This design comes from an exercise in tuning for small area, a short achievable clock period and few clock cycles on the open sky130 flow, not from production work.
At most, simulation tests tie the RTL to the original design; equivalence was not proved.
Power and IR drop assume default switching activity.

## job 7530
==> module rle_decoder, before the edit <==
module rle_decoder (
    input  wire        clk,
    input  wire        rst,
    input  wire        cmd_valid,
    output wire        cmd_ready,
    input  wire [1:0]  cmd_op,
    input  wire [7:0]  cmd_byte,
    input  wire [15:0] cmd_cap,
    output wire        out_valid,
    input  wire        out_ready,
    output wire [7:0]  out_byte,
    output wire [15:0] out_index,
    output wire        res_valid,
    output wire [1:0]  res_status,
    output wire [15:0] res_count
);
    localparam [1:0] OP_BYTE = 2'b01, OP_END = 2'b10, OP_INIT = 2'b11;
    localparam [1:0] ST_OK = 2'd0, ST_CAP = 2'd1, ST_TRUNC = 2'd2;
    localparam [7:0] MARKER = 8'h7E;
    reg        iv, rdy;
    reg [1:0]  iop;
    reg [7:0]  ib;
    reg        esc_pending;
    reg [2:0]  esc_run;
    reg [15:0] room;        
    reg [1:0]  status;
    reg [7:0]  prev;
    reg [15:0] out_count;
    reg        xu, xend, xinit, xh;
    reg [2:0]  xk;
    reg [7:0]  xd;
    reg        yv, yh;
    reg [2:0]  yc;
    reg [7:0]  yd;
    assign cmd_ready  = rdy;
    assign out_valid  = xu;
    assign out_byte   = prev;
    assign out_index  = out_count;
    assign res_valid  = xend;
    assign res_status = xd[1:0];
    assign res_count  = out_count;
    wire acc   = cmd_valid && rdy;
    wire xlast = (xk == 3'd0) || (xk == 3'd1 && !xh);
    wire xfree = !xu || (xlast && out_ready);
    wire xstep = xu && out_ready;
    wire ok      = (status == ST_OK);
    wire is_byte = (iop == OP_BYTE);
    wire       plain   = (ib != MARKER) && (ib[4:0] != 5'd31);
    wire       unit    = ok && (esc_pending || plain);
    wire [2:0] u_run   = esc_pending ? esc_run : ib[7:5];
    wire [7:0] u_delta = esc_pending ? ib : {3'd0, ib[4:0]};
    wire       room_hi = (room[15:3] != 13'd0);
    wire       room_nz = room_hi || (room[2:0] != 3'd0);
    wire       fits    = room_hi || (room[2:0] > u_run);      
    wire [4:0]  lo_left   = {1'b0, room[3:0]} + {2'b01, ~u_run};
    wire [11:0] hi_dec    = room[15:4] - 12'd1;
    wire [15:0] room_left = {lo_left[4] ? room[15:4] : hi_dec, lo_left[3:0]};
    reg       nv, nh;
    reg [2:0] nc;
    reg [7:0] nd;
    always @* begin
        nv = 1'b0; nh = 1'b0; nc = 3'd0; nd = u_delta;
        case (iop)
            OP_BYTE: begin
                nv = unit && room_nz;
                nh = fits;
                nc = fits ? u_run : room[2:0];
            end
            OP_END: begin
                nv = 1'b1;
                nd = {6'd0, (ok && esc_pending) ? ST_TRUNC : status};
            end
            OP_INIT: begin
                nv = 1'b1;
                nd = 8'd4;
            end
            default: ;
        endcase
    end
    wire n_c0 = is_byte && unit && room_nz && (u_run == 3'd0);
    wire go   = iv && (!yv || !nv);            
    wire ln   = iv && !yv && nv;               
    wire       lh = yv ? yh : nh;
    wire [2:0] lc = yv ? yc : nc;
    wire [7:0] ld = yv ? yd : nd;
    wire       lunit = yv ? (yh || yc != 3'd0) : (ln && (nh || nc != 3'd0));
    wire       lctl  = yv ? (!yh && yc == 3'd0) : (ln && !nh && nc == 3'd0);
    wire       l_c0  = yv ? (yh && yc == 3'd0) : (iv && n_c0);
    wire iv_next = acc || (iv && !go);
    wire yv_next = !xfree && (yv || ln);
    wire esc_next = (go && iop == OP_INIT) ? 1'b0 :
                    (go && is_byte && ok) ? (!esc_pending && ib != MARKER && ib[4:0] == 5'd31) :
                    esc_pending;
    wire st_bad  = !ok && !(go && iop == OP_INIT);
    wire quiet   = (cmd_op == 2'b00) ||
                   (cmd_op == OP_BYTE && (st_bad || (!esc_next &&
                    (cmd_byte == MARKER || cmd_byte[4:0] == 5'd31))));
    always @(posedge clk) begin
        if (rst) begin
            esc_pending <= 1'b0;
            room        <= 16'd0;
            status      <= ST_OK;
            xu    <= 1'b0;
            xend  <= 1'b0;
            xinit <= 1'b1;       
            yv    <= 1'b0;
            iv    <= 1'b0;
            rdy   <= 1'b1;
        end else begin
            if (acc) begin
                iop <= cmd_op;
                ib  <= cmd_byte;
            end
            iv  <= iv_next;
            rdy <= !(iv_next && yv_next && !(acc && quiet));
            if (xinit)
                out_count <= 16'd0;
            else if (xstep)
                out_count <= out_count + 16'd1;
            if (xfree && l_c0)
                prev <= (xinit ? 8'd0 : prev) ^ ld;
            else if (xinit)
                prev <= 8'd0;
            else if (xstep && xk == 3'd1 && xh)
                prev <= prev ^ xd;
            if (xfree) begin
                xu    <= lunit;
                xend  <= lctl && !ld[2];
                xinit <= lctl && ld[2];
                xh    <= lh && lc != 3'd0;
                xk    <= lc;
                xd    <= ld;
            end else if (xstep) begin
                if (xk != 3'd0) xk <= xk - 3'd1;
                if (xk == 3'd1) xh <= 1'b0;
            end
            if (!yv) begin
                yh <= nh; yc <= nc; yd <= nd;
            end
            yv <= yv_next;
            if (go) begin
                case (iop)
                    OP_BYTE: begin
                        if (ok && !esc_pending && ib != MARKER && ib[4:0] == 5'd31)
                            esc_run <= ib[7:5];
                        if (unit) begin
                            room <= room_left;
                            if (!fits) status <= ST_CAP;
                        end
                    end
                    OP_END: begin
                        if (ok && esc_pending) status <= ST_TRUNC;
                    end
                    OP_INIT: status <= ST_OK;
                    default: ;
                endcase
            end
            if (acc && cmd_op == OP_INIT) room <= cmd_cap;
            esc_pending <= esc_next;
        end
    end
endmodule
Settings: LEC_CHECK=0, ABC_AREA=1, CAP_MARGIN=20, CORE_MARGIN=2, CORE_UTILIZATION=70, CTS_BUF_LIST=sky130_fd_sc_hd__clkbuf_8, CTS_CLUSTER_DIAMETER=150, CTS_CLUSTER_SIZE=18, SETUP_SLACK_MARGIN=5, SLEW_MARGIN=20; clock period 11.0 ns.
standard.sh (not shown) runs the stock make flow with config.mk's settings and CLKGATE_MAP_FILE= SYNTH_SCRIPT=/design/flow/synth_recipe.tcl, a recipe that flattens the netlist after the stock synthesis.
==> flow/flow/run.sh <==
#!/bin/bash
# Standard ORFS layout, with faster port buffers (buf_4 in place of the
# default delay-cell buffer) and a deeper setup repair. Each make run's
# full output goes to a log file of its own in this folder.
set -euo pipefail
bash standard.sh synth > synth.log 2>&1
bash standard.sh \
    BUFFER_PORTS_ARGS="-buffer_cell sky130_fd_sc_hd__buf_4" \
    SETUP_SLACK_MARGIN=${FLOW_SETUP_MARGIN:-7.5} \
    finish > layout.log 2>&1
Testbench counts of job 7530, summed over its fixed seeds: cycles 31,223.
What job 2147 does differently from job 7530 at the input level:
--- a/flow/design.v
+++ b/flow/design.v
@@ -280,11 +280,14 @@
     always @(posedge clk) begin
         if (rst) begin
             esc_pending <= 1'b0;
+            esc_run     <= 3'd0;
             room        <= 16'd0;
             status      <= ST_OK;
+            prev        <= 8'd0;
+            out_count   <= 16'd0;
             xu    <= 1'b0;
             xend  <= 1'b0;
-            xinit <= 1'b1;       
+            xinit <= 1'b0;
             yv    <= 1'b0;
             iv    <= 1'b0;
             rdy   <= 1'b1;
@@ -326,14 +329,21 @@
                         if (ok && !esc_pending && ib != MARKER && ib[4:0] == 5'd31)
                             esc_run <= ib[7:5];
                         if (unit) begin
-                            room <= room_left;
-                            if (!fits) status <= ST_CAP;
+                            if (fits) begin
+                                room <= room_left;
+                            end else begin
+                                room   <= 16'd0;
+                                status <= ST_CAP;
+                            end
                         end
                     end
                     OP_END: begin
                         if (ok && esc_pending) status <= ST_TRUNC;
                     end
-                    OP_INIT: status <= ST_OK;
+                    OP_INIT: begin
+                        esc_run     <= 3'd0;
+                        status      <= ST_OK;
+                    end
                     default: ;
                 endcase
             end
--- outcome ---
- Job 7530 → job 2147: count of routing violations after the opening detailed-route iteration moved down; number of flip-flops and latches ~0 delta; layout-stage area growth over the synthesis result increased by 0.28 points relative to the old numbers; maximum number of pins on one net before global-route repair +41%; power dissipated in sequential cells saw little to no change.
- sky130_fd_sc_hd__nand2_1 as the most common cell after layout, fill and taps aside was reported by job 2147, and sky130_fd_sc_hd__edfxtp_1 by job 7530.
For job 2147, only the layout was checked, not whether the RTL still works.

[separate check: timing with driven ports]
The flow's constraints put no driver on any port. The routed layouts listed below were extracted and timed again, unchanged, in two steps. Step 1, drivers: a clkbuf_16 drives clk and a buf_2 each remaining input, both assumed. Step 2 adds t to the input delays and takes it off the output delays; t is the mean of the earliest and latest rising clock arrival at the registers after step 1. Input paths then give back, and output paths get back, about the clock's delay inside the block. a / b / c = ideal ports / drivers / drivers and shift; a / b = the first two.
| run | t (ns) | slack for setup (ns) | worst hold slack (ns) | latest minus earliest clock arrival (ns) |
|---|---|---|---|---|
| job 7530 | 0.571 | 7.563 / 7.523 / 7.092 | 0.422 / 0.422 / 0.422 | 0.018 / 0.018 |
| job 2147 | 0.579 | 7.573 / 7.531 / 7.068 | 0.418 / 0.418 / 0.418 | 0.023 / 0.023 |
After both steps every run listed still meets setup and hold. For job 2147, which loses most, drivers alone change the setup slack by -0.042 ns; drivers and shift together by -0.505 ns.
